This design comes from an exercise in tuning for small area, a short achievable clock period and few clock cycles per item on the open sky130 flow, not from production work. Only simulation tests tie the RTL to the original design; equivalence was not proved. No driver is modelled on the clock port, so clocking that relies on it looks cheaper here than on a real chip. Power is estimated from default activity; no workload was simulated.

trial 14:
==> flow/design.v <==
module rt_lpm #(
    parameter ROUTE_CAP = 16,
    parameter NUM_IF    = 8
) (
    input  wire        clk,
    input  wire        rst,
    input  wire        in_valid,
    output wire        in_ready,
    input  wire [7:0]  in_opc,
    input  wire [7:0]  in_sel,
    input  wire [31:0] in_w0,
    input  wire [31:0] in_w1,
    input  wire [31:0] in_w2,
    output reg         out_valid,
    output reg  [7:0]  out_status,
    output reg  [31:0] out_w0,
    output reg  [31:0] out_w1,
    output reg  [31:0] out_w2,
    output reg         faulted
);
    localparam IFW = (NUM_IF > 1) ? $clog2(NUM_IF) : 1;
    localparam CW  = $clog2(ROUTE_CAP + 1);
    localparam [7:0] OPC_NOP    = 8'h00;
    localparam [7:0] OPC_RESET  = 8'h01;
    localparam [7:0] OPC_ADD    = 8'h50;
    localparam [7:0] OPC_LOOKUP = 8'h52;
    localparam [7:0] ST_OK         = 8'h00;
    localparam [7:0] ST_ILLEGAL    = 8'h01;
    localparam [7:0] ST_MALFORMED  = 8'h02;
    localparam [7:0] ST_BAD_IF     = 8'h03;
    localparam [7:0] ST_BAD_ARG    = 8'h04;
    function [31:0] len_mask;
        input [5:0] len;
        begin
            if (len == 6'd0)
                len_mask = 32'h0;
            else
                len_mask = ~(32'hffffffff >> len);
        end
    endfunction
    function pfx_match;
        input [31:0] x;
        input [5:0]  len;
        reg   [7:0]  nz;        
        reg   [3:0]  pn;        
        integer g;
        begin
            for (g = 0; g < 8; g = g + 1)
                nz[g] = (x[31-4*g -: 4] == 4'd0);
            pfx_match = 1'b1;
            for (g = 0; g < 8; g = g + 1)
                if (g < len[5:2] && !nz[g])
                    pfx_match = 1'b0;
            pn = x[31 - 4*len[4:2] -: 4];
            case (len[1:0])
                2'd1: if (pn[3])      pfx_match = 1'b0;
                2'd2: if (|pn[3:2])   pfx_match = 1'b0;
                2'd3: if (|pn[3:1])   pfx_match = 1'b0;
                default: ;
            endcase
        end
    endfunction
    reg  rdy;
    assign in_ready = rdy;
    wire fire = in_valid && rdy;
    reg            c_v;
    reg            c_nop, c_reset, c_add, c_lookup;    
    reg [IFW-1:0]  c_ifx;        
    reg [1:0]      c_sel_hi;     
    reg [31:0]     c_w0;
    reg [31:0]     c_w1;
    reg [5:0]      c_len;        
    reg            c_nhv;        
    reg [6:0]      c_resv;       
    always @(posedge clk) begin
        if (rst)
            c_v <= 1'b0;
        else
            c_v <= fire;
        c_nop    <= (in_opc == OPC_NOP);
        c_reset  <= (in_opc == OPC_RESET);
        c_add    <= (in_opc == OPC_ADD);
        c_lookup <= (in_opc == OPC_LOOKUP);
        c_ifx    <= in_sel[IFW-1:0];
        c_sel_hi <= {|in_sel[7:5], |in_sel[4:IFW]};
        c_w0     <= in_w0;
        c_w1     <= in_w1;
        c_len    <= in_w2[5:0];
        c_nhv    <= in_w2[8];
        c_resv   <= {|in_w2[7:6],   |in_w2[12:9],  |in_w2[16:13],
                     |in_w2[20:17], |in_w2[24:21], |in_w2[28:25],
                     |in_w2[31:29]};
    end
    wire sel_nz  = (|c_sel_hi) || (|c_ifx);
    wire sel_bad = |c_sel_hi;              
    wire resv    = |c_resv;
    reg  [7:0] status;
    always @(*) begin
        if (c_nop || c_reset || c_lookup)
            status = sel_nz ? ST_MALFORMED : ST_OK;
        else if (c_add) begin
            if (resv)
                status = ST_MALFORMED;
            else if (sel_bad)
                status = ST_BAD_IF;
            else if (c_len > 6'd32)
                status = ST_BAD_ARG;
            else
                status = ST_OK;
        end else
            status = ST_ILLEGAL;
    end
    reg  fault_pend;      
    wire act       = c_v && !faulted && !fault_pend;
    wire st_ok     = (status == ST_OK);
    wire do_reset  = act && st_ok && c_reset;
    wire do_add    = act && st_ok && c_add;
    wire lk_ok     = st_ok && c_lookup;
    reg [CW-1:0]   count;
    reg [5:0]      t_len [0:ROUTE_CAP-1];
    reg [31:0]     t_pfx [0:ROUTE_CAP-1];    
    reg            t_nhv [0:ROUTE_CAP-1];
    reg [31:0]     t_nh  [0:ROUTE_CAP-1];    
    reg [IFW-1:0]  t_ifx [0:ROUTE_CAP-1];
    reg [ROUTE_CAP-1:0] match;
    reg [ROUTE_CAP-1:0] same;
    integer i, b;
    always @(*) begin
        for (i = 0; i < ROUTE_CAP; i = i + 1) begin
            match[i] = (i < count) && pfx_match(c_w0 ^ t_pfx[i], t_len[i]);
            same[i]  = match[i] && (t_len[i] == c_len);
        end
    end
    wire same_found = |same;
    wire full       = (count == ROUTE_CAP);
    wire overflow   = do_add && !same_found && full;
    reg [ROUTE_CAP-1:0] wr;
    always @(*) begin
        for (i = 0; i < ROUTE_CAP; i = i + 1)
            wr[i] = do_add && (same[i] || (!same_found && count == i));
    end
    wire [31:0] add_nh  = c_nhv ? c_w1 : 32'd0;
    always @(posedge clk) begin
        for (i = 0; i < ROUTE_CAP; i = i + 1) begin
            if (wr[i]) begin
                t_len[i] <= c_len;
                t_pfx[i] <= c_w0;
                t_nhv[i] <= c_nhv;
                t_nh[i]  <= add_nh;
                t_ifx[i] <= c_ifx;
            end
        end
    end
    always @(posedge clk) begin
        if (rst || do_reset)
            count <= {CW{1'b0}};
        else if (do_add && !same_found && !full)
            count <= count + 1'b1;
    end
    reg [ROUTE_CAP-1:0] cand1;
    reg [ROUTE_CAP-1:0] with_bit1;
    reg [5:4]           lk_len1;
    always @(*) begin
        cand1 = lk_ok ? match : {ROUTE_CAP{1'b0}};
        for (b = 5; b >= 4; b = b - 1) begin
            for (i = 0; i < ROUTE_CAP; i = i + 1)
                with_bit1[i] = cand1[i] && t_len[i][b];
            lk_len1[b] = |with_bit1;
            if (lk_len1[b])
                cand1 = with_bit1;
        end
    end
    reg                 s_v;
    reg [2:0]           s_status;
    reg                 s_hit;
    reg [ROUTE_CAP-1:0] s_cand;      
    reg [5:4]           s_len;
    reg [31:0]          s_dst;
    always @(posedge clk) begin
        if (rst) begin
            s_v        <= 1'b0;
            fault_pend <= 1'b0;
        end else begin
            s_v <= act && !overflow;
            if (act && overflow)
                fault_pend <= 1'b1;
        end
        rdy <= rst || !(faulted || fault_pend || (act && overflow));
        s_status <= status[2:0];
        s_hit    <= lk_ok && (|match);
        s_cand   <= cand1;
        s_len    <= lk_len1;
        s_dst    <= c_w0;
    end
    reg [ROUTE_CAP-1:0] cand;
    reg [ROUTE_CAP-1:0] with_bit;
    reg [5:0]           lk_len;
    always @(*) begin
        cand = s_cand;
        lk_len[5:4] = s_len;
        for (b = 3; b >= 0; b = b - 1) begin
            for (i = 0; i < ROUTE_CAP; i = i + 1)
                with_bit[i] = cand[i] && t_len[i][b];
            lk_len[b] = |with_bit;
            if (lk_len[b])
                cand = with_bit;
        end
    end
    wire lk_hit = s_hit;
    reg            lk_nhv;
    reg [31:0]     lk_nh;
    reg [IFW-1:0]  lk_ifx;
    always @(*) begin
        lk_nhv = 1'b0;
        lk_nh  = 32'd0;
        lk_ifx = {IFW{1'b0}};
        for (i = 0; i < ROUTE_CAP; i = i + 1) begin
            lk_nhv = lk_nhv | (cand[i] & t_nhv[i]);
            lk_nh  = lk_nh  | ({32{cand[i]}} & t_nh[i]);
            lk_ifx = lk_ifx | ({IFW{cand[i]}} & t_ifx[i]);
        end
    end
    always @(posedge clk) begin
        if (rst) begin
            faulted   <= 1'b0;
            out_valid <= 1'b0;
        end else begin
            out_valid <= s_v && !faulted;
            if (fault_pend)
                faulted <= 1'b1;
        end
        out_status <= {5'd0, s_status};
        out_w0     <= {8'd0, {(8-IFW){1'b0}}, lk_ifx, 2'b00, lk_len,
                       6'd0, lk_nhv, lk_hit};
        out_w1     <= lk_nh;
        out_w2     <= s_dst & len_mask(lk_len);
    end
endmodule
==> flow/config.mk <==
export PLATFORM = sky130hd
export DESIGN_NAME = rt_lpm
export DESIGN_NICKNAME = rt_lpm
export VERILOG_FILES = /design/flow/design.v
export SDC_FILE = /design/flow/constraint.sdc
export NUM_CORES = 4
export LEC_CHECK = 0
export CAP_MARGIN = 20
export CORE_MARGIN = 2
export CORE_UTILIZATION = 60
export CTS_BUF_LIST = sky130_fd_sc_hd__clkbuf_16
export CTS_CLUSTER_DIAMETER = 100
export CTS_CLUSTER_SIZE = 20
export PLACE_DENSITY = 0.7
export SLEW_MARGIN = 20
==> flow/constraint.sdc <==
create_clock -name core_clock -period 35.0 [get_ports {clk}]
set_input_delay 7.0000 -clock core_clock [delete_from_list [all_inputs] [get_ports {clk}]]
set_output_delay 7.0000 -clock core_clock [all_outputs]
set_load 0.01 [all_outputs]
standard.sh (not shown) runs the stock make flow with config.mk's settings and CLKGATE_MAP_FILE= SYNTH_SCRIPT=/design/flow/synth_recipe.tcl, a recipe that flattens the netlist after the stock synthesis.
==> flow/flow/run.sh <==
#!/bin/bash
set -euo pipefail
export BUFFER_PORTS_ARGS="-buffer_cell sky130_fd_sc_hd__buf_1"
export PRE_CTS_TCL="$(pwd)/flow/size_outputs.tcl"
bash standard.sh finish > standard_flow.log 2>&1
==> flow/flow/size_outputs.tcl <==
# Hook run before CTS: make the output ports faster to drive. Each output
# port's buffer becomes a buf_2 and the flip-flop that feeds it (if any) the
# _2 strength of the same flip-flop type. Only drive strengths change.
set block [ord::get_db_block]
set nbuf 0
set nff 0
foreach bterm [$block getBTerms] {
  if {[$bterm getIoType] != "OUTPUT"} { continue }
  set net [$bterm getNet]
  if {$net == "NULL"} { continue }
  foreach iterm [$net getITerms] {
    if {![$iterm isOutputSignal]} { continue }
    set buf [$iterm getInst]
    set bmaster [[$buf getMaster] getName]
    if {[string match "sky130_fd_sc_hd__buf_*" $bmaster] && $bmaster != "sky130_fd_sc_hd__buf_2"} {
      replace_cell [$buf getName] sky130_fd_sc_hd__buf_2
      incr nbuf
    }
    foreach it2 [$buf getITerms] {
      if {![$it2 isInputSignal]} { continue }
      set n2 [$it2 getNet]
      if {$n2 == "NULL"} { continue }
      foreach it3 [$n2 getITerms] {
        if {![$it3 isOutputSignal]} { continue }
        set drv [$it3 getInst]
        set dm [[$drv getMaster] getName]
        if {[regexp {^(sky130_fd_sc_hd__dfxtp)_1$} $dm -> base]} {
          replace_cell [$drv getName] ${base}_2
          incr nff
        }
      }
    }
  }
}
puts "size_outputs: $nbuf port buffers, $nff flip-flops resized"
Testbench counts of trial 14, summed over its fixed seeds: cycles 24,024, items 24,000.
Input-level comparison between trial 78 and trial 14:
--- a/flow/design.v
+++ b/flow/design.v
@@ -38,29 +38,32 @@
                 len_mask = ~(32'hffffffff >> len);
         end
     endfunction
     function pfx_match;
         input [31:0] x;
         input [5:0]  len;
-        reg   [7:0]  nz;        
-        reg   [3:0]  pn;        
+        reg   [3:0]  bz;        
+        reg   [2:0]  nb;        
+        reg   [7:0]  pb;        
         integer g;
         begin
-            for (g = 0; g < 8; g = g + 1)
-                nz[g] = (x[31-4*g -: 4] == 4'd0);
+            for (g = 0; g < 4; g = g + 1)
+                bz[g] = (x[31-8*g -: 8] == 8'd0);
+            nb = len[5:3];
             pfx_match = 1'b1;
-            for (g = 0; g < 8; g = g + 1)
-                if (g < len[5:2] && !nz[g])
+            for (g = 0; g < 4; g = g + 1)
+                if (g < nb && !bz[g])
                     pfx_match = 1'b0;
-            pn = x[31 - 4*len[4:2] -: 4];
-            case (len[1:0])
-                2'd1: if (pn[3])      pfx_match = 1'b0;
-                2'd2: if (|pn[3:2])   pfx_match = 1'b0;
-                2'd3: if (|pn[3:1])   pfx_match = 1'b0;
-                default: ;
+            case (len[4:3])
+                2'd0: pb = x[31:24];
+                2'd1: pb = x[23:16];
+                2'd2: pb = x[15:8];
+                default: pb = x[7:0];
             endcase
+            if (!len[5] && ((pb & ~(8'hff >> len[2:0])) != 8'd0))
+                pfx_match = 1'b0;
         end
     endfunction
     reg  rdy;
     assign in_ready = rdy;
     wire fire = in_valid && rdy;
     reg            c_v;
Notes after the runs:
Reported for trial 78 and trial 14, total stage count of the critical path turned out identical to the last digit. On total chip power: between trial 78 and trial 14, it ends up lower for trial 14. Going from trial 14 to trial 78, clock buffer count from CTS moved up, adder and majority gate portion of the synthesized area moved down, hold slack moved up, fraction of final layout cells with drive strength greater than 1 moved down, part of the cycle the worst path needs moved down. Xor and xnor area share after synthesis of trial 78 is on par with trial 14.
Testbench counts of trial 78, summed over its fixed seeds: cycles 24,024, items 24,000.

==> afterwards: timing with drivers on the ports <==
In the flow no input, the clock included, has a driving cell. The finished layouts below were timed again as built, in two steps.
Step 1 (the two cells are an assumption about what drives the block):
set clk [get_ports {clk}]
set_driving_cell -lib_cell sky130_fd_sc_hd__clkbuf_16 $clk
set_driving_cell -lib_cell sky130_fd_sc_hd__buf_2 [delete_from_list [all_inputs] $clk]
Step 2 adds t to the input delays and takes it off the output delays; t is the mean of the earliest and latest rising clock arrival at the registers after step 1. Input paths then give back, and output paths get back, about the clock's delay inside the block.
Three values: ideal, step 1, step 2; two values: the first two.
run | shift t [ns] | setup slack, ns | clock arrival spread, ns
trial 14 | 0.782 | 26.716 / 26.637 / 27.010 | 0.042 / 0.042
trial 78 | 0.772 | 26.826 / 26.754 / 27.054 | 0.043 / 0.043
After both steps every run listed still meets setup and hold.
